What follows belongs to an exercise in optimizing a design on an open flow for small area, a short achievable clock period and few clock cycles; a production flow would make more cautious choices.
The RTL was checked by simulation tests, not by an equivalence proof against the original design.
No activity file was given, so power comes from the tool's default toggle rates.

[flow/run.sh]
#!/bin/bash
# The standard layout (standard synthesis, floorplan, placement, CTS, routing), with
# two changes: the port buffers are buf_4 cells (buffer_ports otherwise picks
# clkdlybuf4s50_1, a slow delay cell, for most ports), and a timing repair with a
# setup margin runs after detailed placement (flow/post_dpl.tcl).
set -euo pipefail
F=$PWD/flow
bash standard.sh synth > synth.log 2>&1
bash standard.sh "BUFFER_PORTS_ARGS=-buffer_cell sky130_fd_sc_hd__buf_4" \
    "POST_DETAIL_PLACE_TCL=$F/post_dpl.tcl" finish > layout.log 2>&1
[flow/post_dpl.tcl]
# Runs at the end of ORFS's detailed placement (POST_DETAIL_PLACE_TCL): repair setup
# timing towards a period below the clock's, then legalize the placement again.
set_dont_use $::env(DONT_USE_CELLS)
estimate_parasitics -placement
repair_timing -setup -setup_margin 4.5 -repair_tns 20 -verbose
detailed_placement
optimize_mirroring
utl::info FLW 912 "Placement violations after post-placement repair [check_placement -verbose]."
estimate_parasitics -placement
[standard.sh]
#!/bin/bash
# synth_recipe.tcl (not shown) runs the flow's synth.tcl, then flattens the netlist and writes it again
# the make line also repeats each setting of config.mk as NAME=value (left out here)
make -C /OpenROAD-flow-scripts/flow DESIGN_CONFIG=/design/flow/config.mk WORK_HOME=/design/flow/orfs CLKGATE_MAP_FILE= SYNTH_SCRIPT=/design/flow/synth_recipe.tcl "${@:-finish}"
[config.mk]
export PLATFORM = sky130hd
export DESIGN_NAME = wscf
export DESIGN_NICKNAME = wscf
export VERILOG_FILES = /design/flow/design.v
export SDC_FILE = /design/flow/constraint.sdc
export NUM_CORES = 4
export LEC_CHECK = 0
export CAP_MARGIN = 20
export CORE_MARGIN = 2
export CORE_UTILIZATION = 20
export GPL_ROUTABILITY_DRIVEN = 1
export PLACE_DENSITY = 0.35
export SETUP_SLACK_MARGIN = 4.5
export SLEW_MARGIN = 20
export SYNTH_HIERARCHICAL = 1
export TNS_END_PERCENT = 10
[constraint.sdc]
create_clock -name core_clock -period 12.0 [get_ports {clk}]
set_input_delay 2.4000 -clock core_clock [delete_from_list [all_inputs] [get_ports {clk}]]
set_output_delay 2.4000 -clock core_clock [all_outputs]
set_load 0.01 [all_outputs]
[design.v]
module wscf (
    input  wire        clk,
    input  wire        rst,       
    input  wire        req,
    input  wire        we,
    input  wire [8:0]  addr,
    input  wire [31:0] wdata,
    output wire        ack,
    output reg  [31:0] rdata
);
    localparam [31:0] ID_VALUE = 32'h57534346;
    localparam [3:0] E_ILLEGAL = 4'd1, E_NOCAL = 4'd2, E_NOTFINE = 4'd3,
                     E_CALLOCK = 4'd4, E_HOST = 4'd5;
    localparam [1:0] S_IDLE = 2'd0, S_RUN = 2'd1, S_ACK = 2'd2;
    localparam [3:0] M_TPDEC = 4'h0, M_T32T10 = 4'h1, M_C10F10 = 4'h2, M_LUXDEC = 4'h3,
                     M_C100F10 = 4'h4, M_PAINHG = 4'h5, M_TPSAMPLE = 4'h6, M_LUXSAMPLE = 4'h7,
                     M_COMPT = 4'h8, M_COMPH = 4'h9, M_COMPP = 4'hA, M_ENV = 4'hB;
    localparam [5:0] U_TPD = 6'd0, U_TPS1 = 6'd1, U_TPS2 = 6'd2,
                     U_C100_1 = 6'd3, U_C100_2 = 6'd4, U_C100_3 = 6'd5,
                     U_C10_1 = 6'd6, U_C10_2 = 6'd7, U_C10_3 = 6'd8,
                     U_PA1 = 6'd9, U_PA2 = 6'd10, U_LX = 6'd11,
                     U_T1 = 6'd13, U_T2 = 6'd14, U_T3 = 6'd15, U_T4 = 6'd16,
                     U_T5 = 6'd17, U_T6 = 6'd18,
                     U_H1 = 6'd19, U_H2 = 6'd20, U_H3 = 6'd21, U_H4 = 6'd22,
                     U_H5 = 6'd23, U_H6 = 6'd24, U_H7 = 6'd25, U_H8 = 6'd26,
                     U_H9 = 6'd27, U_H10 = 6'd28, U_H11 = 6'd29,
                     U_P1 = 6'd30, U_P2 = 6'd31, U_P3 = 6'd32, U_P4 = 6'd33,
                     U_P5 = 6'd34, U_P6 = 6'd35, U_P7 = 6'd36, U_P8 = 6'd37,
                     U_P9 = 6'd38, U_DIVI = 6'd39, U_DIVL = 6'd40, U_P11 = 6'd41,
                     U_P12 = 6'd42, U_P13 = 6'd43, U_P14 = 6'd44, U_P15 = 6'd45,
                     U_C100F1 = 6'd46, U_PAF1 = 6'd47, U_C10F = 6'd48, U_PAF = 6'd49;
    localparam [63:0] M10   = 64'd3435973837;    
    localparam [63:0] M5    = 64'd3435973837;    
    localparam [63:0] M1693 = 64'd2597782937;    
    localparam [63:0] M100  = 64'd171798692;     
    localparam [63:0] M51   = 64'd41121;         
    localparam [63:0] M50x9 = 64'd24739011630;   
    localparam [63:0] KC50  = 64'd44049184587790;  
    localparam [63:0] M10x18 = 64'd61847529066;  
    localparam [63:0] KC    = 64'd11012296146945;  
    localparam [63:0] M1693x50 = 64'd129889146850;  
    localparam [63:0] K100  = 64'd8589934600;    
    function [63:0] sx32;
        input [31:0] v;
        sx32 = {{32{v[31]}}, v};
    endfunction
    function [63:0] sx16;
        input [15:0] v;
        sx16 = {{48{v[15]}}, v};
    endfunction
    reg [31:0] xr [0:15];
    reg [15:0] xv;                      
    reg [7:0]  raw [0:7];
    reg [15:0] cT1, cT2, cT3, cP1, cP2, cP3, cP4, cP5, cP6, cP7, cP8, cP9, cH2;
    reg [7:0]  cH1, cH3, cH6;
    reg [11:0] cH4, cH5;
    reg [31:0] tfine;
    reg [31:0] rd_t100, rd_rh10, rd_pa, rd_tpint, rd_tpext, rd_lux;
    reg        st_cal, st_tfv, st_envv, st_tpv, st_luxv, st_pzero, st_hclo, st_hchi;
    reg        st_err, st_eovf;
    reg [3:0]  st_ecode;
    reg [31:0] einfo;
    wire [31:0] status = {8'd0, st_ecode, 2'b00, st_eovf, st_err, 8'd0,
                          st_hchi, st_hclo, st_pzero, st_luxv, st_tpv, st_envv, st_tfv, st_cal};
    function [31:0] xget;
        input [3:0] i;
        integer j;
        begin
            xget = 32'd0;
            for (j = 0; j < 16; j = j + 1)
                if (i == j && xv[j]) xget = xr[j];
        end
    endfunction
    function [31:0] calv;
        input [4:0] k;
        begin
            case (k)
                5'd0:  calv = {16'd0, cT1};
                5'd1:  calv = {{16{cT2[15]}}, cT2};
                5'd2:  calv = {{16{cT3[15]}}, cT3};
                5'd3:  calv = {16'd0, cP1};
                5'd4:  calv = {{16{cP2[15]}}, cP2};
                5'd5:  calv = {{16{cP3[15]}}, cP3};
                5'd6:  calv = {{16{cP4[15]}}, cP4};
                5'd7:  calv = {{16{cP5[15]}}, cP5};
                5'd8:  calv = {{16{cP6[15]}}, cP6};
                5'd9:  calv = {{16{cP7[15]}}, cP7};
                5'd10: calv = {{16{cP8[15]}}, cP8};
                5'd11: calv = {{16{cP9[15]}}, cP9};
                5'd12: calv = {24'd0, cH1};
                5'd13: calv = {{16{cH2[15]}}, cH2};
                5'd14: calv = {24'd0, cH3};
                5'd15: calv = {20'd0, cH4};
                5'd16: calv = {20'd0, cH5};
                default: calv = {{24{cH6[7]}}, cH6};
            endcase
        end
    endfunction
    reg  [1:0] st;
    wire       idle   = (st == S_IDLE);
    wire       is_cmd = (addr == 9'h010);
    wire [6:0] widx   = addr[8:2];
    wire       a_mis  = (addr[1:0] != 2'b00);
    wire       a_x    = (widx[6:4] == 3'b001);
    wire       a_raw  = (widx[6:3] == 4'b0100);
    wire       a_cal  = (widx >= 7'd40 && widx < 7'd58);
    wire       a_rd   = (widx[6:3] == 4'b1000) && (widx[2:0] != 3'd7);
    wire       a_ctl  = (widx < 7'd5);
    wire       a_resv = !(a_ctl || a_x || a_raw || a_cal || a_rd);
    wire       a_ro   = (widx == 7'd0) || (widx == 7'd3) || a_rd;
    wire [4:0] a_cali = widx[4:0] - 5'd8;
    wire [7:0]  wop = wdata[31:24];
    wire [3:0]  wa  = wdata[23:20];
    wire [3:0]  wb  = wdata[19:16];
    wire [15:0] wc  = wdata[15:0];
    wire        w_long = (wop[7:3] == 5'b00100) || (wop[7:2] == 6'b001100);
    reg w_illegal;
    always @(*) begin
        case (wop)
            8'h00, 8'h06, 8'h07, 8'h33: w_illegal = (wdata[23:0] != 24'd0);
            8'h01, 8'h02:               w_illegal = (wb != 4'd0);
            8'h03: w_illegal = (wb != 4'd0) || (wc[15:4] != 12'd0) || (wc[3:0] > 4'd7);
            8'h04: w_illegal = (wa != 4'd0) || (wc[15:3] != 13'd0);
            8'h05: w_illegal = (wa != 4'd0) || (wc[15:5] != 11'd0) || (wc[4:0] > 5'd17);
            8'h12, 8'h27: w_illegal = (wa != 4'd0) || (wc != 16'd0);
            8'h26: w_illegal = (wa != 4'd0) || (wc[11:0] != 12'd0);
            8'h10, 8'h11, 8'h13, 8'h14, 8'h15,
            8'h20, 8'h21, 8'h22, 8'h23, 8'h24, 8'h25,
            8'h30, 8'h31, 8'h32: w_illegal = (wc != 16'd0);
            default: w_illegal = 1'b1;
        endcase
    end
    reg [3:0]  mode;
    reg [3:0]  fa, fb, fcx;
    reg [5:0]  upc;
    reg [49:0] uoh;                     
    reg        cfin;                    
    reg        cont;                    
    reg [63:0] acc, ma, mb;
    reg        mbc;
    reg [39:0] g0;
    reg [31:0] g1, g2;
    reg        sgn;
    reg        vneg;                    
    reg [63:0] dq;                      
    reg [30:0] dr;                      
    reg [30:0] dd;                      
    reg        dneg, nneg;
    reg [3:0]  dcnt;
    reg        dbusy;                   
    reg        pz;                      
    wire env = (mode == M_ENV);
    wire [3:0]  xidx = idle ? wb : fcx;
    wire [31:0] xp   = xget(xidx);
    reg  [31:0] xbr;
    wire        xp_c100 = (xp <= 32'd238609294);
    wire        xp_c10  = (xp <= 32'd119304646);
    wire        xp_pa   = (xp <= 32'd42949672);
    wire        xp_pa1  = (xp[31:17] == 15'd0);
    wire [31:0] xb   = xbr;
    wire [63:0] T1z = {48'd0, cT1};
    wire [63:0] T2s = sx16(cT2);
    wire [63:0] T3s = sx16(cT3);
    wire [63:0] P1z = {48'd0, cP1};
    wire [63:0] P2s = sx16(cP2);
    wire [63:0] P3s = sx16(cP3);
    wire [63:0] P4s = sx16(cP4);
    wire [63:0] P5s = sx16(cP5);
    wire [63:0] P6s = sx16(cP6);
    wire [63:0] P7s = sx16(cP7);
    wire [63:0] P8s = sx16(cP8);
    wire [63:0] P9s = sx16(cP9);
    wire [63:0] H1z = {56'd0, cH1};
    wire [63:0] H2s = sx16(cH2);
    wire [63:0] H3z = {56'd0, cH3};
    wire [63:0] H4z = {52'd0, cH4};
    wire [12:0] nh5 = 13'd0 - {1'b0, cH5};
    wire [63:0] NH5 = {{51{nh5[12]}}, nh5};
    wire [63:0] H6s = {{56{cH6[7]}}, cH6};
    wire [63:0] xbs   = sx32(xb);
    wire [63:0] fld_b = {{50{xb[15]}}, xb[15:2]};
    wire [63:0] adct  = env ? {44'd0, raw[3], raw[4], raw[5][7:4]} : xbs;
    wire [63:0] adch  = env ? {48'd0, raw[6], raw[7]} : xbs;
    wire [63:0] adcp  = env ? {44'd0, raw[0], raw[1], raw[2][7:4]} : xbs;
    wire        p0ovf = !env && xb[31] && (xb[30:21] == 10'd0) && (!xb[20] || (xb[19:0] == 20'd0));
    wire [63:0] a32  = sx32(acc[31:0]);
    wire [63:0] g0s  = sx32(g0[31:0]);
    wire [63:0] g0l  = {{24{g0[39]}}, g0};
    wire [63:0] g1s  = sx32(g1[31:0]);
    wire [63:0] g2s  = sx32(g2[31:0]);
    wire [63:0] tfs  = sx32(tfine);
    wire [63:0] lxm  = M100 << xb[15:12];
    wire [63:0] adct_env = {44'd0, raw[3], raw[4], raw[5][7:4]};
    wire        h_lo = acc[31];
    wire        h_hi = !acc[31] && (acc[30:0] > 31'd419430400);
    wire [63:0] h_n  = h_lo ? 64'd0 : h_hi ? 64'd51200 : {45'd0, acc[31:13]};    
    wire        a3zero = (acc[63:33] == 31'd0);
    wire [30:0] a3     = acc[63:33];
    wire [30:0] a3abs  = acc[63] ? (31'd0 - a3) : a3;
    reg [63:0] op_a, op_v, op_c, op_e, op_k;
    reg        op_cin;
    reg        op_u16;                  
    reg s_a_0_r;
    reg s_v_1_r;
    reg s_a_3_r;
    reg s_a_4_r;
    reg s_a_5_r;
    reg s_v_6_r;
    reg s_a_7_r;
    reg s_v_8_r;
    reg s_a_9_r;
    reg s_v_10_r;
    reg s_v_12_r;
    reg s_a_13_r;
    reg s_a_14_r;
    reg s_v_16_r;
    reg s_a_17_r;
    reg s_v_18_r;
    reg s_a_19_r;
    reg s_v_20_r;
    reg s_a_22_r;
    reg s_v_23_r;
    reg s_a_24_r;
    reg s_v_25_r;
    reg s_a_27_r;
    reg s_a_28_r;
    reg s_v_29_r;
    reg s_a_30_r;
    reg s_v_31_r;
    reg s_a_33_r;
    reg s_a_p2_r;
    reg s_v_34_r;
    reg s_a_35_r;
    reg s_v_36_r;
    reg s_a_37_r;
    reg s_v_38_r;
    reg s_a_39_r;
    reg s_v_40_r;
    reg s_v_42_r;
    reg s_a_44_r;
    reg s_v_46_r;
    reg s_a_50_r;
    reg s_v_51_r;
    reg s_v_52_r;
    reg s_a_53_r;
    reg s_v_54_r;
    reg s_a_56_r;
    reg s_v_57_r;
    reg s_v_60_r;
    reg s_a_61_r;
    reg s_v_62_r;
    reg s_a_63_r;
    reg s_v_64_r;
    reg s_a_65_r;
    reg s_v_66_r;
    reg s_a_68_r;
    reg s_v_69_r;
    reg s_a_72_r;
    reg s_v_73_r;
    reg s_v_74_r;
    reg s_a_75_r;
    reg s_v_76_r;
    reg s_a_79_r;
    reg s_v_80_r;
    reg s_a_81_r;
    reg s_v_82_r;
    reg s_v_84_r;
    reg s_a_87_r;
    reg s_v_90_r;
    reg s_v_91_r;
    reg s_a_92_r;
    reg s_v_93_r;
    reg s_v_94_r;
    reg s_v_95_r;
    reg s_a_97_r;
    wire s_a_0 = s_a_0_r;
    wire s_v_1 = s_v_1_r;
    wire s_k_2 = uoh[U_TPD] | uoh[U_TPS1] | uoh[U_TPS2];
    wire s_a_3 = s_a_3_r;
    wire s_a_4 = s_a_4_r;
    wire s_a_5 = s_a_5_r;
    wire s_v_6 = s_v_6_r;
    wire s_a_7 = s_a_7_r;
    wire s_v_8 = s_v_8_r;
    wire s_a_9 = s_a_9_r;
    wire s_v_10 = s_v_10_r;
    wire s_k_11 = uoh[U_C100_3] | uoh[U_C10_1];
    wire s_v_12 = s_v_12_r;
    wire s_a_13 = s_a_13_r;
    wire s_a_14 = s_a_14_r;
    wire s_k_15 = uoh[U_C10_3];
    wire s_v_16 = s_v_16_r;
    wire s_a_17 = s_a_17_r;
    wire s_v_18 = s_v_18_r;
    wire s_a_19 = s_a_19_r;
    wire s_v_20 = s_v_20_r;
    wire s_k_21 = uoh[U_LX];
    wire s_a_22 = s_a_22_r;
    wire s_v_23 = s_v_23_r;
    wire s_a_24 = s_a_24_r;
    wire s_v_25 = s_v_25_r;
    wire s_k_26 = uoh[U_C10F];
    wire s_k_c50 = uoh[U_C100F1];
    reg  s_v_pa1_r;
    wire s_e_pa1 = uoh[U_PAF1];
    wire s_a_27 = s_a_27_r;
    wire s_a_28 = s_a_28_r;
    wire s_v_29 = s_v_29_r;
    wire s_a_30 = s_a_30_r | idle;
    wire s_v_31 = s_v_31_r | idle;
    wire s_c_32 = uoh[U_T1];
    wire s_a_33 = s_a_33_r;
    wire s_v_34 = s_v_34_r;
    wire s_a_35 = s_a_35_r;
    wire s_v_36 = s_v_36_r;
    wire s_a_37 = s_a_37_r;
    wire s_v_38 = s_v_38_r;
    wire s_a_39 = s_a_39_r;
    wire s_v_40 = s_v_40_r;
    wire s_c_41 = uoh[U_T5];
    wire s_v_42 = s_v_42_r;
    wire s_k_43 = uoh[U_T6];
    wire s_a_44 = s_a_44_r;
    wire s_k_45 = uoh[U_H1];
    wire s_v_46 = s_v_46_r;
    wire s_c_47 = uoh[U_H2];
    wire s_e_48 = uoh[U_H2];
    wire s_k_49 = uoh[U_H2];
    wire s_a_50 = s_a_50_r;
    wire s_v_51 = s_v_51_r;
    wire s_v_52 = s_v_52_r;
    wire s_a_53 = s_a_53_r;
    wire s_v_54 = s_v_54_r;
    wire s_c_55 = uoh[U_H5];
    wire s_a_56 = s_a_56_r;
    wire s_v_57 = s_v_57_r;
    wire s_c_58 = uoh[U_H6];
    wire s_k_59 = uoh[U_H6];
    wire s_v_60 = s_v_60_r;
    wire s_a_61 = s_a_61_r;
    wire s_v_62 = s_v_62_r;
    wire s_a_63 = s_a_63_r;
    wire s_v_64 = s_v_64_r;
    wire s_a_65 = s_a_65_r;
    wire s_v_66 = s_v_66_r;
    wire s_c_67 = uoh[U_H10];
    wire s_a_68 = s_a_68_r;
    wire s_v_69 = s_v_69_r;
    wire s_e_70 = uoh[U_H11];
    wire s_k_71 = uoh[U_P1];
    wire s_a_72 = s_a_72_r;
    wire s_v_73 = s_v_73_r;
    wire s_v_74 = s_v_74_r;
    wire s_a_75 = s_a_75_r;
    wire s_v_76 = s_v_76_r;
    wire s_c_77 = uoh[U_P4] | cont;
    wire s_e_78 = uoh[U_P4];
    wire s_a_79 = s_a_79_r;
    wire s_v_80 = s_v_80_r;
    wire s_a_81 = s_a_81_r;
    wire s_v_82 = s_v_82_r;
    wire s_c_83 = uoh[U_P6];
    wire s_v_84 = s_v_84_r;
    wire s_c_85 = uoh[U_P7];
    wire s_e_86 = uoh[U_P7];
    wire s_a_87 = s_a_87_r;
    wire s_c_88 = uoh[U_P8];
    wire s_k_89 = uoh[U_P8];
    wire s_v_90 = s_v_90_r;
    wire s_v_91 = s_v_91_r;
    wire s_a_92 = s_a_92_r;
    wire s_v_93 = s_v_93_r;
    wire s_v_94 = s_v_94_r;
    wire s_v_95 = s_v_95_r;
    wire s_c_96 = uoh[U_P14];
    wire s_a_97 = s_a_97_r;
    wire s_c_98 = uoh[U_P15];
    wire s_e_99 = uoh[U_P15];
    wire s_c_100 = idle;
    wire s_a_101 = cont;
    wire s_v_102 = cont;
    always @(*) begin
        op_a = ({64{s_a_p2_r}} & g0l)
            | ({64{s_a_0}} & ((mode == M_TPDEC) ? fld_b : xbs))
            | ({64{s_a_3}} & (fld_b))
            | ({64{s_a_4}} & ({{50{g0[15]}}, g0[15:2]}))
            | ({64{s_a_5}} & (xbs))
            | ({64{s_a_7}} & (acc[31] ? (64'd0 - M5) : M5))
            | ({64{s_a_9}} & ({34'd0, acc[63:34]}))
            | ({64{s_a_13}} & (acc[31] ? (64'd0 - M10) : M10))
            | ({64{s_a_14}} & ({35'd0, acc[63:35]}))
            | ({64{s_a_17}} & (M1693))
            | ({64{s_a_19}} & (lxm))
            | ({64{s_a_22}} & (M50x9))
            | ({64{s_a_24}} & (M10))
            | ({64{s_a_27}} & (M10x18))
            | ({64{s_a_28}} & (M1693x50))
            | ({64{s_a_30}} & (T1z))
            | ({64{s_a_33}} & (a32))
            | ({64{s_a_35}} & ({g0s[63], g0s[63:1]}))
            | ({64{s_a_37}} & ({{12{a32[63]}}, a32[63:12]}))
            | ({64{s_a_39}} & ({{14{a32[63]}}, a32[63:14]}))
            | ({64{s_a_44}} & (tfs))
            | ({64{s_a_50}} & (g1s))
            | ({64{s_a_53}} & (g2s))
            | ({64{s_a_56}} & ({{10{a32[63]}}, a32[63:10]}))
            | ({64{s_a_61}} & ({{15{a32[63]}}, a32[63:15]}))
            | ({64{s_a_63}} & ({{7{a32[63]}}, a32[63:7]}))
            | ({64{s_a_65}} & ({{4{a32[63]}}, a32[63:4]}))
            | ({64{s_a_68}} & (M51))
            | ({64{s_a_72}} & (acc))
            | ({64{s_a_75}} & (g0l << 17))
            | ({64{s_a_79}} & (dq))
            | ({64{s_a_81}} & (g0l << 12))
            | ({64{s_a_87}} & (adcp << 31))
            | ({64{s_a_92}} & ({{13{dq[63]}}, dq[63:13]}))
            | ({64{s_a_97}} & ({{19{acc[63]}}, acc[63:19]}))
            | ({64{s_a_101}} & (ma));
        op_v = ({64{s_v_1}} & (64'd10))
            | ({64{s_v_6}} & (64'd9))
            | ({64{s_v_8}} & (a32))
            | ({64{s_v_10}} & {{63{vneg}}, 1'b1})
            | ({64{s_v_12}} & (64'd18))
            | ({64{s_v_16}} & (64'd100))
            | ({64{s_v_18}} & ({33'd0, acc[31:1]}))
            | ({64{s_v_20}} & ({52'd0, xb[11:0]}))
            | ({64{s_v_23}} & (xbs))
            | ({64{s_v_25}} & ({34'd0, acc[63:34]}))
            | ({64{s_v_29}} & ({32'd0, xb}))
            | ({64{s_v_pa1_r}} & ({48'd0, xb[15:0]}))
            | ({64{s_v_31}} & ({{63{1'b1}}, 1'b0}))
            | ({64{s_v_34}} & (T2s))
            | ({64{s_v_36}} & ({g0s[63], g0s[63:1]}))
            | ({64{s_v_38}} & (T3s))
            | ({64{s_v_40}} & (64'd1))
            | ({64{s_v_42}} & (64'd5))
            | ({64{s_v_46}} & (NH5))
            | ({64{s_v_51}} & (H6s))
            | ({64{s_v_52}} & (H3z))
            | ({64{s_v_54}} & ({{11{a32[63]}}, a32[63:11]}))
            | ({64{s_v_57}} & (H2s))
            | ({64{s_v_60}} & (g0s))
            | ({64{s_v_62}} & ({{15{a32[63]}}, a32[63:15]}))
            | ({64{s_v_64}} & (H1z))
            | ({64{s_v_66}} & ({64{1'b1}}))
            | ({64{s_v_69}} & (h_n))
            | ({64{s_v_73}} & (g0l))
            | ({64{s_v_74}} & (P6s))
            | ({64{s_v_76}} & (P5s))
            | ({64{s_v_80}} & (P3s))
            | ({64{s_v_82}} & (P2s))
            | ({64{s_v_84}} & (P1z))
            | ({64{s_v_90}} & (64'd3125))
            | ({64{s_v_91}} & {{63{vneg}}, 1'b1})
            | ({64{s_v_93}} & (P9s))
            | ({64{s_v_94}} & ({{13{dq[63]}}, dq[63:13]}))
            | ({64{s_v_95}} & (P8s))
            | ({64{s_v_102}} & (mb));
        op_c = ({64{s_c_32}} & ({{3{adct[63]}}, adct[63:3]}))
            | ({64{s_c_41}} & (g1s))
            | ({64{s_c_47}} & (adch << 14))
            | ({64{s_c_55}} & (g2s << 15))
            | ({64{s_c_58}} & (H2s << 21))
            | ({64{s_c_67}} & (g2s))
            | ({64{s_c_77}} & (acc))
            | ({64{s_c_83}} & ({{8{acc[63]}}, acc[63:8]}))
            | ({64{s_c_85}} & (P1z << 47))
            | ({64{s_c_88}} & (~dq))
            | ({64{s_c_96}} & (P7s << 31))
            | ({64{s_c_98}} & (dq))
            | ({64{s_c_100}} & ({3'd0, adct_env[63:3]}));
        op_e = ({64{s_e_48}} & (~(H4z << 20)))
            | ({64{s_e_70}} & (h_n[15] ? (M51 << 16) : 64'd0))
            | ({64{s_e_78}} & (P4s << 35))
            | ({64{s_e_86}} & (cP1[15] ? (acc << 16) : 64'd0))
            | ({64{s_e_99}} & (g0l))
            | ({64{s_e_pa1}} & ((xb[16] && xb[15]) ? M1693x50 << 17 : (xb[16] || xb[15]) ? M1693x50 << 16 : 64'd0));
        op_k = ({64{s_k_2}} & (64'd16))
            | ({64{s_k_11}} & (64'd5))
            | ({64{s_k_15}} & (64'd320))
            | ({64{s_k_21}} & (K100))
            | ({64{s_k_26}} & (KC))
            | ({64{s_k_c50}} & (KC50))
            | ({64{s_k_43}} & (64'd128))
            | ({64{s_k_45}} & (-64'sd76800))
            | ({64{s_k_49}} & (64'd16385))
            | ({64{s_k_59}} & (64'd8192))
            | ({64{s_k_71}} & (-64'sd128000))
            | ({64{s_k_89}} & ({p0ovf, 63'd0} + (64'd1 << 51) + 64'd1));
        op_u16 = uoh[U_H11] | uoh[U_P7] | uoh[U_PAF1];
        op_cin = cont & mbc;
    end
    wire [16:0] bv = {op_v[15:0], op_cin};
    reg  [63:0] pp [0:7];
    reg  [63:0] pn;
    reg  [63:0] bsel;
    integer bj;
    always @(*) begin
        pn = 64'd0;
        for (bj = 0; bj < 8; bj = bj + 1) begin
            case (bv[2*bj +: 3])
                3'b001, 3'b010, 3'b101, 3'b110: bsel = op_a;
                3'b011, 3'b100:                 bsel = op_a << 1;
                default:                        bsel = 64'd0;
            endcase
            pn[2 * bj] = bv[2*bj + 2] && (bv[2*bj +: 2] != 2'b11);
            if (pn[2 * bj]) bsel = ~bsel;
            pp[bj] = bsel << (2 * bj);
        end
    end
    function [127:0] csa;                
        input [63:0] x, y, z;
        csa = {((x & y) | (z & (x ^ y))) << 1, x ^ y ^ z};
    endfunction
    wire [127:0] l1a = csa(pp[0], pp[1], pp[2]);
    wire [127:0] l1b = csa(pp[3], pp[4], pp[5]);
    wire [127:0] l1c = csa(pp[6], pp[7], pn);
    wire [127:0] l1d = csa(op_c, op_e, op_k);
    wire [127:0] l2a = csa(l1a[63:0], l1a[127:64], l1b[63:0]);
    wire [127:0] l2b = csa(l1b[127:64], l1c[63:0], l1c[127:64]);
    wire [127:0] l3a = csa(l2a[63:0], l2a[127:64], l2b[63:0]);
    wire [127:0] l3b = csa(l2b[127:64], l1d[63:0], l1d[127:64]);
    wire [127:0] l4a = csa(l3a[63:0], l3a[127:64], l3b[63:0]);
    wire [127:0] l5a = csa(l4a[63:0], l4a[127:64], l3b[127:64]);
    wire [63:0]  fs = l5a[63:0], fc = l5a[127:64];
    wire [63:0] mout;
    wscf_add64 u_add (.a(fs), .b(fc), .y(mout));
    wire               more = !op_u16 && !((&op_v[63:15]) || !(|op_v[63:15]));
    reg  [31:0] d3;                     
    reg  [30:0] dv_r;
    reg  [63:0] dv_q;
    reg  [31:0] dv_s;
    reg  [32:0] dv_1, dv_2, dv_3;
    integer di;
    always @(*) begin
        dv_r = dr; dv_q = dq;
        for (di = 0; di < 2; di = di + 1) begin
            dv_s = {dv_r[29:0], dv_q[63:62]};
            dv_1 = {1'b0, dv_s} - {2'b00, dd};
            dv_2 = {1'b0, dv_s} - {1'b0, dd, 1'b0};
            dv_3 = {1'b0, dv_s} - {1'b0, d3};
            if (!dv_3[32]) begin
                dv_r = dv_3[30:0]; dv_q = {dv_q[61:0], 2'd3};
            end else if (!dv_2[32]) begin
                dv_r = dv_2[30:0]; dv_q = {dv_q[61:0], 2'd2};
            end else if (!dv_1[32]) begin
                dv_r = dv_1[30:0]; dv_q = {dv_q[61:0], 2'd1};
            end else begin
                dv_r = dv_s[30:0]; dv_q = {dv_q[61:0], 2'd0};
            end
        end
    end
    reg [2:0] dsk;
    always @(*) begin
        if (|dd[30:28])      dsk = 3'd7;
        else if (|dd[27:24]) dsk = 3'd6;
        else if (|dd[23:20]) dsk = 3'd5;
        else if (|dd[19:16]) dsk = 3'd4;
        else if (|dd[15:12]) dsk = 3'd3;
        else if (|dd[11:8])  dsk = 3'd2;
        else if (|dd[7:4])   dsk = 3'd1;
        else                 dsk = 3'd0;
    end
    wire [94:0] dpre = {31'd0, acc} << {dsk, 2'b00};
    wire run     = (st == S_RUN);
    wire mac_op  = run && !uoh[U_DIVL] && !uoh[U_P1] && !uoh[U_H1] && !(uoh[U_DIVI] && !(acc[63] && !nneg));
    wire [31:0] tf_src = (upc == U_T6) ? acc[31:0] : tfine;
    wire [39:0] tf_a1  = {{8{tf_src[31]}}, tf_src} - 40'd128000;
    wire [31:0] tf_x   = tf_src - 32'd76800;
    wire last    = !more;
    reg  fin_u;
    always @(*) begin
        case (upc)
            U_TPD, U_TPS2, U_C10_3, U_PA2, U_LX, U_P15,
            U_C100F1, U_PAF1, U_C10F, U_PAF: fin_u = 1'b1;
            U_T6:  fin_u = (mode == M_COMPT);
            U_H11: fin_u = (mode == M_COMPH) || (mode == M_ENV && pz);
            U_P8:  fin_u = a3zero && (mode == M_COMPP);
            default: fin_u = 1'b0;
        endcase
    end
    wire xb_s16 = (&xb[31:15]) || !(|xb[31:15]);
    wire xb_u15 = !(|xb[31:15]);
    wire mb_one = (&mb[63:15]) || !(|mb[63:15]);
    wire fin = run && (uoh[U_TPD] || uoh[U_TPS2] || uoh[U_C10_3] || uoh[U_LX] || uoh[U_P15]
                       || (uoh[U_T6] && mode == M_COMPT)
                       || (uoh[U_H11] && (mode == M_COMPH || (mode == M_ENV && pz)))
                       || (uoh[U_P8] && a3zero && mode == M_COMPP) || (uoh[U_PA2] && !(|acc[31:16]))
                       || uoh[U_PAF1] || (uoh[U_C100F1] && xb_s16) || (uoh[U_C10F] && xb_s16)
                       || (uoh[U_PAF] && xb_u15) || (cont && cfin && mb_one));
    assign ack = req && ((idle && !(we && is_cmd && w_long)) || (st == S_ACK) || fin);
    wire [31:0] r_tp   = {{5{mout[31]}}, mout[31:5]};
    wire [31:0] r_t100 = {{8{mout[31]}}, mout[31:8]};
    wire [31:0] r_rh   = mout[52:21];
    wire [31:0] r_cf   = {3'd0, mout[63:35]};
    wire [31:0] mres = ({32{upc == U_TPD}} & r_tp) | ({32{upc == U_C10_3}} & mout[31:0])
                     | ({32{upc == U_PA2 || upc == U_PAF || upc == U_PAF1}} & r_pa8)
                     | ({32{upc == U_C100F1}} & {5'd0, mout[63:37]})
                     | ({32{upc == U_C10F}} & r_cf)
                     | ({32{upc == U_LX}} & r_lx) | ({32{upc == U_T6}} & r_t100)
                     | ({32{upc == U_H11}} & r_rh) | ({32{upc == U_P15}} & r_pa);
    wire [31:0] r_pa   = {8'd0, mout[39:16]};
    wire [31:0] r_pa8  = {10'd0, mout[63:42]};
    wire [31:0] r_lx   = {2'd0, mout[63:34]};
    integer ri;
    always @(*) begin
        rdata = 32'd0;
        for (ri = 0; ri < 16; ri = ri + 1)
            if (addr == 9'h040 + 4 * ri && xv[ri]) rdata = rdata | xr[ri];
        for (ri = 0; ri < 8; ri = ri + 1)
            if (addr == 9'h080 + 4 * ri) rdata = rdata | {24'd0, raw[ri]};
        for (ri = 0; ri < 18; ri = ri + 1)
            if (addr == 9'h0A0 + 4 * ri) rdata = rdata | calv(ri);
        if (addr == 9'h100) rdata = rdata | tfine;
        if (addr == 9'h104) rdata = rdata | rd_t100;
        if (addr == 9'h108) rdata = rdata | rd_rh10;
        if (addr == 9'h10C) rdata = rdata | rd_pa;
        if (addr == 9'h110) rdata = rdata | rd_tpint;
        if (addr == 9'h114) rdata = rdata | rd_tpext;
        if (addr == 9'h118) rdata = rdata | rd_lux;
        if (addr == 9'h000) rdata = rdata | ID_VALUE;
        if (addr == 9'h008) rdata = rdata | status;
        if (addr == 9'h00C) rdata = rdata | einfo;
    end
    wire [31:0] xbw = xp;
    reg [31:0] getr_v;
    always @(*) begin
        case (wc[2:0])
            3'd0: getr_v = tfine;
            3'd1: getr_v = rd_t100;
            3'd2: getr_v = rd_rh10;
            3'd3: getr_v = rd_pa;
            3'd4: getr_v = rd_tpint;
            3'd5: getr_v = rd_tpext;
            3'd6: getr_v = rd_lux;
            default: getr_v = status;
        endcase
    end
    reg        exc;
    reg [5:0]  un;
    reg [49:0] uohn;
    reg [3:0]  exc_code;
    reg [31:0] exc_info;
    reg        do_reset;
    reg        xw_lo, xw_hi;
    reg [3:0]  xw_a;
    reg [31:0] xw_d;
    reg  [31:0] xw_dd;
    reg        cw;
    reg [4:0]  cw_k;
    reg [15:0] cw_d;
    integer i;
    always @(posedge clk) begin
        uohn     = uoh;
        exc      = 1'b0;
        exc_code = 4'd0;
        exc_info = 32'd0;
        do_reset = rst;
        xw_lo    = 1'b0;
        xw_hi    = 1'b0;
        xw_a     = fa;
        xw_d     = 32'd0;
        cw       = 1'b0;
        cw_k     = 5'd0;
        cw_d     = 16'd0;
        if (!rst) begin
            case (st)
            S_IDLE: begin
              acc  <= mout;
              if (req) begin
                if (we && is_cmd) begin
                    xw_a = wa;
                    if (w_illegal) begin
                        exc = 1'b1; exc_code = E_ILLEGAL; exc_info = wdata;
                    end else if (w_long) begin
                        if ((wop[7:4] == 4'h3) && !st_cal) begin
                            exc = 1'b1; exc_code = E_NOCAL; exc_info = wdata;
                        end else if ((wop == 8'h31 || wop == 8'h32) && !st_tfv) begin
                            exc = 1'b1; exc_code = E_NOTFINE; exc_info = wdata;
                        end
                    end else begin
                        case (wop)
                        8'h01: begin xw_lo = 1'b1; xw_hi = 1'b1; xw_d = {16'd0, wc}; end
                        8'h02: begin xw_hi = 1'b1; xw_lo = !xv[wa]; xw_d = {wc, 16'd0}; end
                        8'h03: begin xw_lo = 1'b1; xw_hi = 1'b1; xw_d = getr_v; end
                        8'h04: raw[wc[2:0]] <= xbw[7:0];
                        8'h05:
                            if (st_cal) begin
                                exc = 1'b1; exc_code = E_CALLOCK; exc_info = wdata;
                            end else begin
                                cw = 1'b1; cw_k = wc[4:0]; cw_d = xbw[15:0];
                            end
                        8'h06: st_cal <= 1'b1;
                        8'h07: begin st_cal <= 1'b0; st_tfv <= 1'b0; end
                        8'h10: begin xw_lo = 1'b1; xw_hi = 1'b1; xw_d = {12'd0, xbw[23:4]}; end
                        8'h11: begin xw_lo = 1'b1; xw_hi = 1'b1; xw_d = {16'd0, xbw[15:0]}; end
                        8'h12:
                            if (st_cal) begin
                                exc = 1'b1; exc_code = E_CALLOCK; exc_info = wdata;
                            end else begin
                                cH4 <= {xbw[31:24], xbw[19:16]};
                                cH5 <= {xbw[7:0], xbw[15:12]};
                            end
                        8'h13: begin xw_lo = 1'b1; xw_hi = 1'b1; xw_d = {{18{xbw[15]}}, xbw[15:2]}; end
                        8'h14: begin xw_lo = 1'b1; xw_hi = 1'b1; xw_d = {28'd0, xbw[15:12]}; end
                        8'h15: begin xw_lo = 1'b1; xw_hi = 1'b1; xw_d = {20'd0, xbw[11:0]}; end
                        default: ;
                        endcase
                    end
                    if (w_long) begin
                        st   <= exc ? S_ACK : S_RUN;
                        mode <= {wop[4], wop[2:0]};
                        fa   <= wa;
                        fb   <= wb;
                        fcx  <= wc[15:12];
                        xbr  <= xp;
                        cont <= 1'b0;
                        nneg <= 1'b0;
                        case ({wop[4], wop[2:0]})
                            M_TPDEC, M_T32T10: un = U_TPD;
                            M_C10F10:          un = xp_c10 ? U_C10F : U_C10_1;
                            M_C100F10:         un = xp_c100 ? U_C100F1 : U_C100_1;
                            M_PAINHG:          un = xp_pa1 ? U_PAF1 : xp_pa ? U_PAF : U_PA1;
                            M_TPSAMPLE:        un = U_TPS1;
                            M_LUXDEC, M_LUXSAMPLE: un = U_LX;
                            M_ENV:             un = U_T2;
                            M_COMPH:           un = U_H1;
                            M_COMPP:           un = U_P1;
                            default:           un = U_T1;
                        endcase
                        upc <= un;
                        uohn = exc ? 50'd0 : (50'd1 << un);
                    end
                end else if (a_mis || a_resv || (we && a_ro)) begin
                    exc = 1'b1; exc_code = E_HOST; exc_info = {23'd0, addr};
                end else if (we) begin
                    if (a_x) begin
                        xw_lo = 1'b1; xw_hi = 1'b1; xw_a = widx[3:0]; xw_d = wdata;
                    end else if (a_raw)
                        raw[widx[2:0]] <= wdata[7:0];
                    else if (a_cal) begin
                        if (st_cal) begin
                            exc = 1'b1; exc_code = E_CALLOCK; exc_info = {23'd0, addr};
                        end else begin
                            cw = 1'b1; cw_k = a_cali; cw_d = wdata[15:0];
                        end
                    end else if (widx == 7'd1) begin
                        if (wdata[0]) do_reset = 1'b1;
                    end else if (widx == 7'd2) begin
                        if (wdata[16]) begin
                            st_err <= 1'b0; st_eovf <= 1'b0; st_ecode <= 4'd0; einfo <= 32'd0;
                        end
                    end
                end
            end
            end
            S_ACK: if (req) st <= S_IDLE;
            S_RUN: begin
                un = upc;
                if (mac_op) begin
                    acc <= mout;
                    ma  <= op_a << 16;
                    mb  <= {{16{op_v[63]}}, op_v[63:16]};
                    mbc <= op_v[15];
                    cont <= more;
                    if (more) cfin <= fin_u;
                end
                if (!cont) begin
                    case (upc)
                        U_C100_2, U_C10_2: sgn <= acc[31];
                        U_TPS1: g0 <= {8'd0, xp};
                        U_T2:  g0 <= {8'd0, acc[31:0]};
                        U_T3:  g1 <= a32[42:11];
                        U_T6:  begin tfine <= acc[31:0]; st_tfv <= 1'b1; g0 <= tf_a1; g1 <= tf_x; end
                        U_P1:  g0 <= tf_a1;
                        U_H1:  g1 <= tf_x;
                        U_H3:  g0 <= {8'd0, a32[46:15]};
                        U_H4:  g2 <= a32[41:10];
                        U_H8:  g2 <= acc[31:0];
                        U_H11: begin st_hclo <= h_lo; st_hchi <= h_hi; end
                        U_P3, U_P5: dq <= acc;              
                        U_P8:  begin dd <= a3abs; dneg <= acc[63]; end
                        U_P14: g0 <= {acc[63], acc[63:25]};
                        default: ;
                    endcase
                end
                if (last || upc == U_P8 || upc == U_DIVI || upc == U_DIVL) begin
                    un = upc + 6'd1;
                    case (upc)
                    U_TPD:  begin xw_lo = 1'b1; xw_hi = 1'b1; end
                    U_TPS1: rd_tpint <= r_tp;
                    U_TPS2: begin rd_tpext <= r_tp; st_tpv <= 1'b1; end
                    U_C100_3: un = U_C10_2;
                    U_C100_2, U_C10_2: vneg <= cont ? sgn : acc[31];
                    U_C10_3: begin xw_lo = 1'b1; xw_hi = 1'b1; end
                    U_PA2:  begin xw_lo = 1'b1; xw_hi = 1'b1; end
                    U_C100F1, U_C10F, U_PAF, U_PAF1: begin xw_lo = 1'b1; xw_hi = 1'b1; end
                    U_LX:
                        if (mode == M_LUXSAMPLE) begin
                            rd_lux <= r_lx; st_luxv <= 1'b1;
                        end else begin
                            xw_lo = 1'b1; xw_hi = 1'b1; 
                        end
                    U_T6:
                        if (mode == M_COMPT) begin
                            xw_lo = 1'b1; xw_hi = 1'b1; 
                        end else begin
                            rd_t100 <= r_t100;
                            un = U_P2;                   
                        end
                    U_H11:
                        if (mode == M_COMPH) begin
                            xw_lo = 1'b1; xw_hi = 1'b1; 
                        end else begin
                            rd_rh10 <= r_rh;
                            if (pz)
                                st_envv <= 1'b1;
                            else if (!dbusy || dcnt == 4'd0) begin
                                vneg <= nneg ^ dneg;
                                un = (nneg ^ dneg) ? U_P11 : U_P12;
                            end else
                                un = U_DIVL;
                        end
                    U_P8: begin
                        pz <= a3zero;
                        if (a3zero) begin
                            st_pzero <= 1'b1;
                            if (mode == M_COMPP) begin
                                xw_lo = 1'b1; xw_hi = 1'b1; 
                            end else begin
                                rd_pa <= 32'd0;
                                un = U_H2;
                            end
                        end
                    end
                    U_DIVI:
                        if (acc[63] && !nneg) begin
                            nneg <= 1'b1;
                            un = U_DIVI;
                        end else begin
                            dr    <= dpre[94:64];
                            dq    <= dpre[63:0];
                            dcnt  <= 4'd15 - {1'b0, dsk};
                            dbusy <= 1'b1;
                            un    = (mode == M_ENV) ? U_H2 : U_DIVL;
                        end
                    U_DIVL:                              
                        if (!dbusy || dcnt == 4'd0) begin
                            vneg <= nneg ^ dneg;
                            un = (nneg ^ dneg) ? U_P11 : U_P12;
                        end else
                            un = U_DIVL;
                    U_P11: dq <= mout;                   
                    U_P15: begin
                        st_pzero <= 1'b0;
                        if (mode == M_COMPP) begin
                            xw_lo = 1'b1; xw_hi = 1'b1; 
                        end else begin
                            rd_pa <= r_pa; st_envv <= 1'b1;
                        end
                    end
                    default: ;
                    endcase
                end
                upc <= un;
                uohn = (fin || (mac_op && more)) ? 50'd0 : (50'd1 << un);
                if (fin) st <= req ? S_IDLE : S_ACK;
            end
            default: st <= S_IDLE;
            endcase
            d3 <= {dd, 1'b0} + {1'b0, dd};
            if (dbusy) begin
                dr   <= dv_r;
                dq   <= dv_q;
                dcnt <= dcnt - 4'd1;
                if (dcnt == 4'd0) dbusy <= 1'b0;
            end
            xw_dd = run ? mres : xw_d;
            if (xw_lo) xr[xw_a][15:0]  <= xw_dd[15:0];
            if (xw_hi) xr[xw_a][31:16] <= xw_dd[31:16];
            if (xw_lo || xw_hi) xv[xw_a] <= 1'b1;
            if (cw) begin
                case (cw_k)
                    5'd0:  cT1 <= cw_d;
                    5'd1:  cT2 <= cw_d;
                    5'd2:  cT3 <= cw_d;
                    5'd3:  cP1 <= cw_d;
                    5'd4:  cP2 <= cw_d;
                    5'd5:  cP3 <= cw_d;
                    5'd6:  cP4 <= cw_d;
                    5'd7:  cP5 <= cw_d;
                    5'd8:  cP6 <= cw_d;
                    5'd9:  cP7 <= cw_d;
                    5'd10: cP8 <= cw_d;
                    5'd11: cP9 <= cw_d;
                    5'd12: cH1 <= cw_d[7:0];
                    5'd13: cH2 <= cw_d;
                    5'd14: cH3 <= cw_d[7:0];
                    5'd15: cH4 <= cw_d[11:0];
                    5'd16: cH5 <= cw_d[11:0];
                    default: cH6 <= cw_d[7:0];
                endcase
            end
            if (exc) begin
                if (!st_err) begin
                    st_err   <= 1'b1;
                    st_ecode <= exc_code;
                    einfo    <= exc_info;
                end else
                    st_eovf  <= 1'b1;
            end
        end
        if (do_reset) begin
            st       <= S_IDLE;
            cont     <= 1'b0;
            dbusy    <= 1'b0;
            uohn      = 50'd0;
            xv       <= 16'd0;
            for (i = 0; i < 8; i = i + 1) raw[i] <= 8'd0;
            cT1 <= 16'd0; cT2 <= 16'd0; cT3 <= 16'd0; cP1 <= 16'd0; cP2 <= 16'd0;
            cP3 <= 16'd0; cP4 <= 16'd0; cP5 <= 16'd0; cP6 <= 16'd0; cP7 <= 16'd0;
            cP8 <= 16'd0; cP9 <= 16'd0; cH1 <= 8'd0; cH2 <= 16'd0; cH3 <= 8'd0;
            cH4 <= 12'd0; cH5 <= 12'd0; cH6 <= 8'd0;
            tfine    <= 32'd0;
            rd_t100  <= 32'd0; rd_rh10 <= 32'd0; rd_pa <= 32'd0;
            rd_tpint <= 32'd0; rd_tpext <= 32'd0; rd_lux <= 32'd0;
            st_cal   <= 1'b0; st_tfv  <= 1'b0; st_envv  <= 1'b0; st_tpv  <= 1'b0;
            st_luxv  <= 1'b0; st_pzero <= 1'b0; st_hclo <= 1'b0; st_hchi <= 1'b0;
            st_err   <= 1'b0; st_eovf <= 1'b0; st_ecode <= 4'd0;
            einfo    <= 32'd0;
        end
        uoh <= uohn;
        s_a_0_r <= uohn[U_TPD];
        s_v_1_r <= uohn[U_TPD] | uohn[U_TPS1] | uohn[U_TPS2];
        s_a_3_r <= uohn[U_TPS1];
        s_a_4_r <= uohn[U_TPS2];
        s_a_5_r <= uohn[U_C100_1] | uohn[U_C10_1] | uohn[U_PA1];
        s_v_6_r <= uohn[U_C100_1];
        s_a_7_r <= uohn[U_C100_2];
        s_v_8_r <= uohn[U_C100_2] | uohn[U_C10_2];
        s_a_9_r <= uohn[U_C100_3];
        s_v_10_r <= uohn[U_C100_3] | uohn[U_C10_3];
        s_v_12_r <= uohn[U_C10_1];
        s_a_13_r <= uohn[U_C10_2];
        s_a_14_r <= uohn[U_C10_3];
        s_v_16_r <= uohn[U_PA1];
        s_a_17_r <= uohn[U_PA2];
        s_v_18_r <= uohn[U_PA2];
        s_a_19_r <= uohn[U_LX];
        s_v_20_r <= uohn[U_LX];
        s_a_22_r <= uohn[U_C100F1];
        s_v_23_r <= uohn[U_C100F1] | uohn[U_C10F];
        s_a_24_r <= 1'b0;
        s_v_25_r <= 1'b0;
        s_v_pa1_r <= uohn[U_PAF1];
        s_a_27_r <= uohn[U_C10F];
        s_a_28_r <= uohn[U_PAF] | uohn[U_PAF1];
        s_v_29_r <= uohn[U_PAF];
        s_a_30_r <= uohn[U_T1];
        s_v_31_r <= uohn[U_T1];
        s_a_33_r <= uohn[U_T2] | uohn[U_T6];
        s_v_34_r <= uohn[U_T2];
        s_a_35_r <= uohn[U_T3];
        s_v_36_r <= uohn[U_T3];
        s_a_37_r <= uohn[U_T4];
        s_v_38_r <= uohn[U_T4];
        s_a_39_r <= uohn[U_T5] | uohn[U_H7];
        s_v_40_r <= uohn[U_T5] | uohn[U_H1] | uohn[U_P1] | uohn[U_P15];
        s_v_42_r <= uohn[U_T6];
        s_a_44_r <= uohn[U_H1] | uohn[U_P1];
        s_v_46_r <= uohn[U_H2];
        s_a_50_r <= uohn[U_H2] | uohn[U_H3] | uohn[U_H4];
        s_v_51_r <= uohn[U_H3];
        s_v_52_r <= uohn[U_H4];
        s_a_53_r <= uohn[U_H5];
        s_v_54_r <= uohn[U_H5];
        s_a_56_r <= uohn[U_H6];
        s_v_57_r <= uohn[U_H6];
        s_v_60_r <= uohn[U_H7];
        s_a_61_r <= uohn[U_H8];
        s_v_62_r <= uohn[U_H8];
        s_a_63_r <= uohn[U_H9];
        s_v_64_r <= uohn[U_H9];
        s_a_65_r <= uohn[U_H10];
        s_v_66_r <= uohn[U_H10] | uohn[U_P8] | uohn[U_DIVI];
        s_a_68_r <= uohn[U_H11];
        s_v_69_r <= uohn[U_H11];
        s_a_72_r <= uohn[U_P3] | uohn[U_P7] | uohn[U_P9] | uohn[U_DIVI] | uohn[U_P13];
        s_v_73_r <= uohn[U_P2];
        s_a_p2_r <= uohn[U_P2];
        s_v_74_r <= uohn[U_P3];
        s_a_75_r <= uohn[U_P4];
        s_v_76_r <= uohn[U_P4];
        s_a_79_r <= uohn[U_P5] | uohn[U_P11] | uohn[U_P14];
        s_v_80_r <= uohn[U_P5];
        s_a_81_r <= uohn[U_P6];
        s_v_82_r <= uohn[U_P6];
        s_v_84_r <= uohn[U_P7];
        s_a_87_r <= uohn[U_P8];
        s_v_90_r <= uohn[U_P9];
        s_v_91_r <= uohn[U_P11];
        s_a_92_r <= uohn[U_P12];
        s_v_93_r <= uohn[U_P12];
        s_v_94_r <= uohn[U_P13];
        s_v_95_r <= uohn[U_P14];
        s_a_97_r <= uohn[U_P15];
    end
endmodule
module wscf_add64 (
    input  wire [63:0] a,
    input  wire [63:0] b,
    output wire [63:0] y
);
    reg [63:0] g, p;
    integer i, d;
    always @(*) begin
        g = a & b;
        p = a ^ b;
        for (d = 1; d < 64; d = d * 2)
            for (i = 63; i >= d; i = i - 1) begin
                g[i] = g[i] | (p[i] & g[i - d]);
                p[i] = p[i] & p[i - d];
            end
    end
    assign y = (a ^ b) ^ {g[62:0], 1'b0};
endmodule
==> impl_metrics.toml, run 1 <==
[outcome]
outcome = "no timing/DRC/antenna violations"

[placement]
dp_cells = 23430
hpwl_um = 925400
gp_congestion = 1.092
port_buffers = 77

[worst_setup_path]
crit_top_cell = "fa_1"
crit_fanout = 18
end_kind = "flop"
slowest_delay_ps = 810
critPathKind = "reg2reg"
critPathRequiredTime_ps = 12810
cp.buffers_inverters = 5
cp_slowest_cell = "or3_2"
critPathTopFamily = "compound AO/OA/AOI/OAI gates"
start_kind = "flop"
critPathArrivalTime_ps = 11140

[clock_network]
htreeDepth = 4
clkLatencyLatePin_ps = 1130
cts_made_buffers = 212
cts_tree = "built"
root_buffer = "clkbuf_16"
cts_sinks = 1625
cts_buffer_depth = 4
cts.clk_slew.worst_paths_ps = 70

[sta]
worstMarginPinSlew_ps = 1350
skew_ps = 191.7
rsz0062_at_grt = "true"
relSlewSlack_pct = 10.02
tns_ps = 0
post-route-period-util_pct = 86.09
hold_viol = 0
max_freq_ghz = 0.09679
finalSetupViolations = 0
period_needed_ps = 10330
drv_slew = 0

[logic_synthesis]
yosysTopAreaCellShare_pct = 22.45
netlist_instances = 14870
avgSynthCellArea_um2 = 8.818
synthXorXnorAreaFrac_pct = 5.197
synth_simple_gate_area_share_pct = 14.77
synth_seq_area_share_pct = 32.29
ys_types = 123
synth.area.top_cells = "edfxtp_1, dfxtp_1, fa_1"
synth_compound_area_share_pct = 26.89
netlist_area_um2 = 131100
synthAdderAreaFrac_pct = 11.80
synth-seq-cells = 1625
synth_top_family_by_area = "compound AO/OA/AOI/OAI gates"
yosys.area.top_type = "edfxtp_1"
synth.area.mux_share_pct = 3.516
synth-main-ff-cell = "edfxtp_1"
yosysWarnings = 9
synthArstFlopShare_pct = 0
synth-edff-count = 980

[floorplan]
ios = 78
start_util_pct = 20.06
die_area_um2 = 662000
dieWidth_um = 813.7
coreArea_um2 = 653700
die_h_um = 813.7
rows = 297

[drt]
drt_iter0_drc = 27710
antenna_left = 0
via_count = 152000
wl_per_cell_um = 49.78
vias_per_cell = 6.223
route.detailed.drc = 0
dr.pass1.iters = 14
wl_um = 1216000

[power_and_ir_drop]
power.density_nw_per_um2 = 208.4
power_w = 0.03450
power.leakage_nw = 57.01
irDropWorstVdd_mv = 0.5795

[global_route]
antenna_found_initial = 257
grt_pass1_vias = 137000
grt_max_degree = 150
grt-ovfl-total = 0
gr-usage-all-layers_pct = 35.15
grt_pass1_wl_um = 1530000

[job]
cap_violations = 0

[cells_and_area]
final_cell_mix = "nand2_1, buf_4, a22oi_1"
final_common_cell = "nand2_1"
syn2layout_area_growth_pct = 26.29
final_cell_count_no_fill = 24420
fin_nets = 16350
drive_gt1_share_pct = 19.59

[worst_hold_path]
hp-class = "reg2reg"
[modules after synthesis (local to each module, per instance)]
module	area, um2	cells	flops+latches	times used
wscf	127400	14320	1625	1
wscf_add64	3675	550	0	1
[worst register-to-register path: cells and delay by family (launching register included)]
kind / cells / cell delay [ps]
buffers and inverters: 5 / 1340
and+or+nand+nor: 3 / 1250
xor gates and xnor gates: 2 / 330
AOI/OAI and AO/OA: 12 / 3800
DFF: 1 / 640
adders and majority gates: 6 / 2770
[per-layer routing]
metal / global-route usage [%] / up-vias / wire length, um
li1: - / 57260 / -
met1: 43.41 / 78410 / 471600
met2: 48.09 / 12820 / 477200
met3: 14.86 / 3402 / 155500
met4: 26.30 / 90 / 110200
met5: 0.3187 / - / 1293
[synth_stat cells, types with 183 or more instances]
cell type     n
xnor2_1     497
a211oi_1    210
fa_1        515
dfxtp_1     645
inv_1       562
nand2_1    1696
edfxtp_1    980
nand3_1     376
clkbuf_1   1103
mux2i_1     330
nor2_1      959
o21ai_0     583
a21oi_1    1072
a222oi_1    183
ha_1        412
a22o_1      219
a22oi_1    1141
a221oi_1    354
xor2_1      281
nand4_1     265
[cell families (layout without fill, tap and decap cells)]
logic type,after synthesis,in the layout
AOI/OAI and AO/OA,5006,5009
xor gates and xnor gates,778,778
adders and majority gates,927,927
buffers and inverters,1901,2568
DFF,1625,1625
muxes,427,431
other,1,205
and+or+nand+nor,4203,4207
[cell type report]
type,count,area [um2]
antenna,202,505.5
clock buffer,294,5957
clock inverter,95,1042
fill,70430,488100
inverter,572,2168
multi-input combinational,11360,87330
sequential,1625,42440
tap,8671,10850
timing repair buffer,1607,15280
[path summary, 6_finish.rpt]
kind | startpoint | slack [ps] | to | depth (start not counted)
worst max-delay path | s_a_44_r | 1670 | xr[2][27] | 28
worst min-delay path | uoh[40] | 460 | uoh[40] | 2
worst max register to register | s_a_44_r | 1670 | xr[2][27] | 28
worst min register to register | uoh[40] | 460 | uoh[40] | 2
[flip-flops by register name, summed over array words and instances, names as in the netlist, 24 cells and up]
| register | flops |
|---|---|
| xr | 512 |
| tfine | 32 |
| uoh | 49 |
| d3 | 32 |
| raw | 64 |
| rd_lux | 30 |
| rd_tpext | 27 |
| mb | 35 |
| xbr | 32 |
| acc | 64 |
| dr | 30 |
| rd_pa | 24 |
| rd_tpint | 27 |
| rd_rh10 | 32 |
| ma | 48 |
| rd_t100 | 24 |
| dq | 64 |
| einfo | 32 |
| g2 | 32 |
| dd | 31 |
| g1 | 32 |
| g0 | 39 |
[metrics by stage]
step / setup WS, ps / hold slack [ps] / util [%] / cell area, um2
floorplan: 3320 / 424.4 / - / 132300
global placement: 387.7 / 435.6 / 22.87 / 149500
detailed placement: 562.3 / 446.4 / 22.89 / 149600
CTS: 2105 / 455.1 / 25.05 / 163700
global route: 1764 / 476.4 / 25.27 / 165200
finish: 1669 / 458.9 / 25.33 / 165600
[power breakdown]
group / total (W) / switching [W] / internal, W / leakage, nW
clock: 0.00691 / 0.00310 / 0.00381 / 3.43
sequential: 0.00659 / 0.000341 / 0.00625 / 14.9
combinational: 0.0210 / 0.0151 / 0.00593 / 38.7
[what timing repair did]
action / 4_1_cts / 5_1_grt
resized for setup: 90 / 121
pin swaps: 49 / 76
gates cloned: 8 / 8
hold buffers: 0 / 0
setup buffers: 25 / 44
setup endpoints to repair: 1025 / 1396
Testbench counts, summed over its fixed seeds: cycles 11,243.
==> inputs of run 2 (changes only) <==
--- a/design.v
+++ b/design.v
@@ -62,6 +62,9 @@
     reg [31:0] einfo;
     wire [31:0] status = {8'd0, st_ecode, 2'b00, st_eovf, st_err, 8'd0,
                           st_hchi, st_hclo, st_pzero, st_luxv, st_tpv, st_envv, st_tfv, st_cal};
+    reg        pw;
+    reg [3:0]  pwa;
+    reg [31:0] pwd;
     function [31:0] xget;
         input [3:0] i;
         integer j;
@@ -69,6 +72,7 @@
             xget = 32'd0;
             for (j = 0; j < 16; j = j + 1)
                 if (i == j && xv[j]) xget = xr[j];
+            if (pw && i == pwa) xget = pwd;
         end
     endfunction
     function [31:0] calv;
@@ -141,7 +145,8 @@
     reg [39:0] g0;
     reg [31:0] g1, g2;
     reg        sgn;
-    reg        vneg;                    
+    reg        vneg;
+    reg        p11f;                    
     reg [63:0] dq;                      
     reg [30:0] dr;                      
     reg [30:0] dd;                      
@@ -269,6 +274,7 @@
     reg s_v_90_r;
     reg s_v_91_r;
     reg s_a_92_r;
+    reg s_a_p12b_r;
     reg s_v_93_r;
     reg s_v_94_r;
     reg s_v_95_r;
@@ -380,7 +386,8 @@
     wire s_a_101 = cont;
     wire s_v_102 = cont;
     always @(*) begin
-        op_a = ({64{s_a_p2_r}} & g0l)
+        op_a = ({64{s_a_p12b_r}} & {{13{acc[63]}}, acc[63:13]})
+            | ({64{s_a_p2_r}} & g0l)
             | ({64{s_a_0}} & ((mode == M_TPDEC) ? fld_b : xbs))
             | ({64{s_a_3}} & (fld_b))
             | ({64{s_a_4}} & ({{50{g0[15]}}, g0[15:2]}))
@@ -621,6 +628,7 @@
         if (addr == 9'h000) rdata = rdata | ID_VALUE;
         if (addr == 9'h008) rdata = rdata | status;
         if (addr == 9'h00C) rdata = rdata | einfo;
+        if (pw && addr == {3'b001, pwa, 2'b00}) rdata = pwd;
     end
     wire [31:0] xbw = xp;
     reg [31:0] getr_v;
@@ -645,7 +653,6 @@
     reg        xw_lo, xw_hi;
     reg [3:0]  xw_a;
     reg [31:0] xw_d;
-    reg  [31:0] xw_dd;
     reg        cw;
     reg [4:0]  cw_k;
     reg [15:0] cw_d;
@@ -681,7 +688,7 @@
                     end else begin
                         case (wop)
                         8'h01: begin xw_lo = 1'b1; xw_hi = 1'b1; xw_d = {16'd0, wc}; end
-                        8'h02: begin xw_hi = 1'b1; xw_lo = !xv[wa]; xw_d = {wc, 16'd0}; end
+                        8'h02: begin xw_hi = 1'b1; xw_lo = !(xv[wa] || (pw && pwa == wa)); xw_d = {wc, 16'd0}; end
                         8'h03: begin xw_lo = 1'b1; xw_hi = 1'b1; xw_d = getr_v; end
                         8'h04: raw[wc[2:0]] <= xbw[7:0];
                         8'h05:
@@ -716,6 +723,7 @@
                         xbr  <= xp;
                         cont <= 1'b0;
                         nneg <= 1'b0;
+                        p11f <= 1'b0;
                         case ({wop[4], wop[2:0]})
                             M_TPDEC, M_T32T10: un = U_TPD;
                             M_C10F10:          un = xp_c10 ? U_C10F : U_C10_1;
@@ -781,6 +789,7 @@
                         U_P3, U_P5: dq <= acc;              
                         U_P8:  begin dd <= a3abs; dneg <= acc[63]; end
                         U_P14: g0 <= {acc[63], acc[63:25]};
+                        U_P12: if (p11f) dq <= acc;
                         default: ;
                     endcase
                 end
@@ -850,7 +859,7 @@
                             un = (nneg ^ dneg) ? U_P11 : U_P12;
                         end else
                             un = U_DIVL;
-                    U_P11: dq <= mout;                   
+                    U_P11: p11f <= 1'b1;                 
                     U_P15: begin
                         st_pzero <= 1'b0;
                         if (mode == M_COMPP) begin
@@ -875,10 +884,22 @@
                 dcnt <= dcnt - 4'd1;
                 if (dcnt == 4'd0) dbusy <= 1'b0;
             end
-            xw_dd = run ? mres : xw_d;
-            if (xw_lo) xr[xw_a][15:0]  <= xw_dd[15:0];
-            if (xw_hi) xr[xw_a][31:16] <= xw_dd[31:16];
-            if (xw_lo || xw_hi) xv[xw_a] <= 1'b1;
+            if (pw) begin
+                xr[pwa] <= pwd;
+                xv[pwa] <= 1'b1;
+            end
+            pw <= 1'b0;
+            if (run) begin
+                if (xw_lo || xw_hi) begin
+                    pw  <= 1'b1;
+                    pwa <= xw_a;
+                    pwd <= mres;
+                end
+            end else begin
+                if (xw_lo) xr[xw_a][15:0]  <= xw_d[15:0];
+                if (xw_hi) xr[xw_a][31:16] <= xw_d[31:16];
+                if (xw_lo || xw_hi) xv[xw_a] <= 1'b1;
+            end
             if (cw) begin
                 case (cw_k)
                     5'd0:  cT1 <= cw_d;
@@ -914,6 +935,7 @@
             st       <= S_IDLE;
             cont     <= 1'b0;
             dbusy    <= 1'b0;
+            pw       <= 1'b0;
             uohn      = 50'd0;
             xv       <= 16'd0;
             for (i = 0; i < 8; i = i + 1) raw[i] <= 8'd0;
@@ -999,7 +1021,8 @@
         s_a_87_r <= uohn[U_P8];
         s_v_90_r <= uohn[U_P9];
         s_v_91_r <= uohn[U_P11];
-        s_a_92_r <= uohn[U_P12];
+        s_a_92_r <= uohn[U_P12] && !(run && upc == U_P11);
+        s_a_p12b_r <= uohn[U_P12] && run && upc == U_P11;
         s_v_93_r <= uohn[U_P12];
         s_v_94_r <= uohn[U_P13];
         s_v_95_r <= uohn[U_P14];
==> impl_metrics.toml, run 2 <==
[drt]
antenna_left = 0
wl_um = 1224000
drt_iter0_drc = 26880
route.detailed.drc = 0
dr.pass1.iters = 14
vias_per_cell = 6.055
via_count = 156600
wl_per_cell_um = 47.33

[floorplan]
die_area_um2 = 699100
coreArea_um2 = 690000
rows = 305
die_h_um = 836.1
start_util_pct = 20.07
dieWidth_um = 836.1
ios = 78

[logic_synthesis]
synth-seq-cells = 1665
yosysWarnings = 9
synth.area.top_cells = "edfxtp_1, dfxtp_1, fa_1"
synth.most_common_cell = "nand2_1"
synth_seq_area_share_pct = 31.42
synth-main-ff-cell = "edfxtp_1"
synth_commonest_cells = "nand2_1, clkbuf_1, a22oi_1"
netlist_area_um2 = 138500
ys_types = 114
avgSynthCellArea_um2 = 8.790
synth-edff-count = 1017
yosysTopAreaCellShare_pct = 22.05
netlist_instances = 15760
synthArstFlopShare_pct = 0
yosys.area.top_type = "edfxtp_1"

[worst_setup_path]
r2r_start = "acc[20]"
critPathKind = "reg2reg"
critPathRequiredTime_ps = 12720
cp_slowest_cell = "nand4_1"
end_kind = "flop"
start_kind = "flop"
critPathArrivalTime_ps = 10730
worstRegToRegCells = 36
critPathLaunch = "acc[20]"
slowest_delay_ps = 600
crit_fanout = 5

[placement]
hpwl_um = 947900
port_buffers = 77
gp_congestion = 1.120
postPlaceCellArea_um2 = 155300

[power_and_ir_drop]
power.leakage_nw = 62.14
power.density_nw_per_um2 = 152.7
power_w = 0.02714
irDropWorstVdd_mv = 0.1470

[sta]
max_freq_ghz = 0.09986
hold_slack_ps = 455.2
tns_ps = 0
drv_slew = 0
hold_viol = 0
period_needed_ps = 10010
skew_ps = 146.2
finalSetupViolations = 0
rsz0062_at_grt = "true"
worstMarginPinSlew_ps = 1372
relSlewSlack_pct = 7.979
post-route-period-util_pct = 83.45

[global_route]
met3_usage_pct = 13.02
met2_usage_pct = 47.42
grt_pass1_wl_um = 1559000
grt-ovfl-total = 0
antenna_found_initial = 211
grt_pass1_vias = 145200
grt_max_degree = 110
top_usage_layer = "met2"
met1_usage_pct = 40.33
gr-usage-all-layers_pct = 33.44

[cells_and_area]
final_common_cell = "nand2_1"
syn2layout_area_growth_pct = 28.37
largest_reg_flops = 512
fin_nets = 17330
nFillCells = 74390
fin_area_um2 = 177800
drive_gt1_share_pct = 24.36
largest_register = "xr"
final_cell_mix = "nand2_1, buf_4, edfxtp_1"

[clock_network]
root_buffer = "clkbuf_16"
clkLatencyLatePin_ps = 1090
ctsHoldBuffers = 0
cts_sinks = 1665
cts_buffer_depth = 4
cts_made_buffers = 225
htreeDepth = 4
cts_tree = "built"
cts.clk_slew.worst_paths_ps = 70

[job]
cap_violations = 0

[worst_hold_path]
hp-class = "reg2reg"
whs_path_depth = 2
min_from = "uoh[40]"

[outcome]
outcome = "no timing/DRC/antenna violations"
==> run 2: changes by cell type in the layout (fill, tap and decap cells not counted), sizes merged, moves of 29 or more <==
cell,before,now
o221ai,76,43
a31oi,136,81
diode,202,116
edfxtp,980,1017
a22o,219,248
a22oi,1144,1085
o21ai,597,659
buf,1568,1792
mux2,82,477
o2bb2ai,38,4
nor3,164,203
o21a,107,77
a211oi,211,172
nand2,1699,1983
==> run 2: metal layers <==
metal  part of all wire, %  vias up
met2                    40    12300
met3                    12     3341
met5                 0.054        -
met4                   9.8       90
li1                      -    60260
met1                    38    80600
==> run 2: cells by family after synthesis <==
group / count (synthesis) / synth area share, %
AND/OR/NAND/NOR: 4580 / 15.04
other: 1 / 0.002708
AO/OA/AOI/OAI: 4903 / 24.87
buffers and inverters: 2045 / 5.655
XOR/XNOR: 777 / 4.914
adder cells (fa/ha/maj): 933 / 11.22
flip-flops: 1665 / 31.42
multiplexers: 851 / 6.877
==> run 2: final cells by class <==
class | instances | area (um2) | area share, %
multi-input combinational | 12060 | 95550 | 53.75
sequential | 1665 | 43590 | 24.52
timing repair buffer | 1811 | 17130 | 9.635
tap | 9210 | 11520 | 6.482
clock buffer | 301 | 6271 | 3.528
inverter | 587 | 2276 | 1.280
clock inverter | 110 | 1149 | 0.6461
antenna | 116 | 290.3 | 0.1633
==> run 2: final timing paths <==
| check | end | slack, ps |
|---|---|---|
| min | uoh[40] | 460 |
| max reg2reg | pwd[25] | 1990 |
| min reg2reg | uoh[40] | 460 |
| max | pwd[25] | 1990 |
==> run 2: through the flow <==
step	instances	utilization, %	worst slack, ps
floorplan	15760	-	3398
global placement	24630	22.48	729.6
detailed placement	24640	22.50	825.4
CTS	25690	25.56	2383
global route	25760	25.73	2025
finish	25860	25.77	1986
==> run 2: worst max-delay path: cells and delay by family, from the launching register on <==
family | cells | cell delay, ps
AOI/OAI and AO/OA | 9 | 2730
xor gates and xnor gates | 2 | 390
adders and majority gates | 6 | 2750
buffers and inverters | 10 | 1210
DFF | 1 | 380
and+or+nand+nor | 9 | 2210
==> run 2: report_power, final <==
| group | total (W) | switching (W) | internal [W] | leakage (nW) |
|---|---|---|---|---|
| clock | 0.00725 | 0.00322 | 0.00403 | 3.64 |
| combinational | 0.0131 | 0.00876 | 0.00432 | 44.2 |
| sequential | 0.00681 | 0.000497 | 0.00631 | 14.3 |
==> run 2: timing repair <==
action / in CTS / in global routing
setup endpoints to repair: 722 / 1195
pin swaps: 119 / 162
cloned: 0 / 0
setup buffers: 32 / 40
gates resized for setup: 74 / 142
==> run 2: Yosys stat by module (local to each module, per instance) <==
module | copies in the design | flip-flops and latches | cells
wscf | 1 | 1665 | 15210
wscf_add64 | 1 | 0 | 550
Testbench counts of run 2, summed over its fixed seeds: cycles 11,243.

## port drivers added, routing unchanged
The results above use ideal ports. As a check the final layouts listed here were re-extracted and re-timed, cells and wires unchanged.
Step 1: set_driving_cell puts a clkbuf_16 on clk and a buf_2 on each other input, an assumption about the parent block.
Step 2, shift: input delay + t, output delay - t, t = (earliest + latest rising clock arrival at the registers) / 2. This alone moves slack from input paths to output paths.
a / b / c = no drivers / after step 1 / after step 2; a / b = the first two.
run | shift t [ns] | setup slack, ns
run 1 | 1.165 | 1.669 / 1.669 / 1.669
run 2 | 1.155 | 1.986 / 1.986 / 1.986
After both steps setup and hold are still met in every run listed.
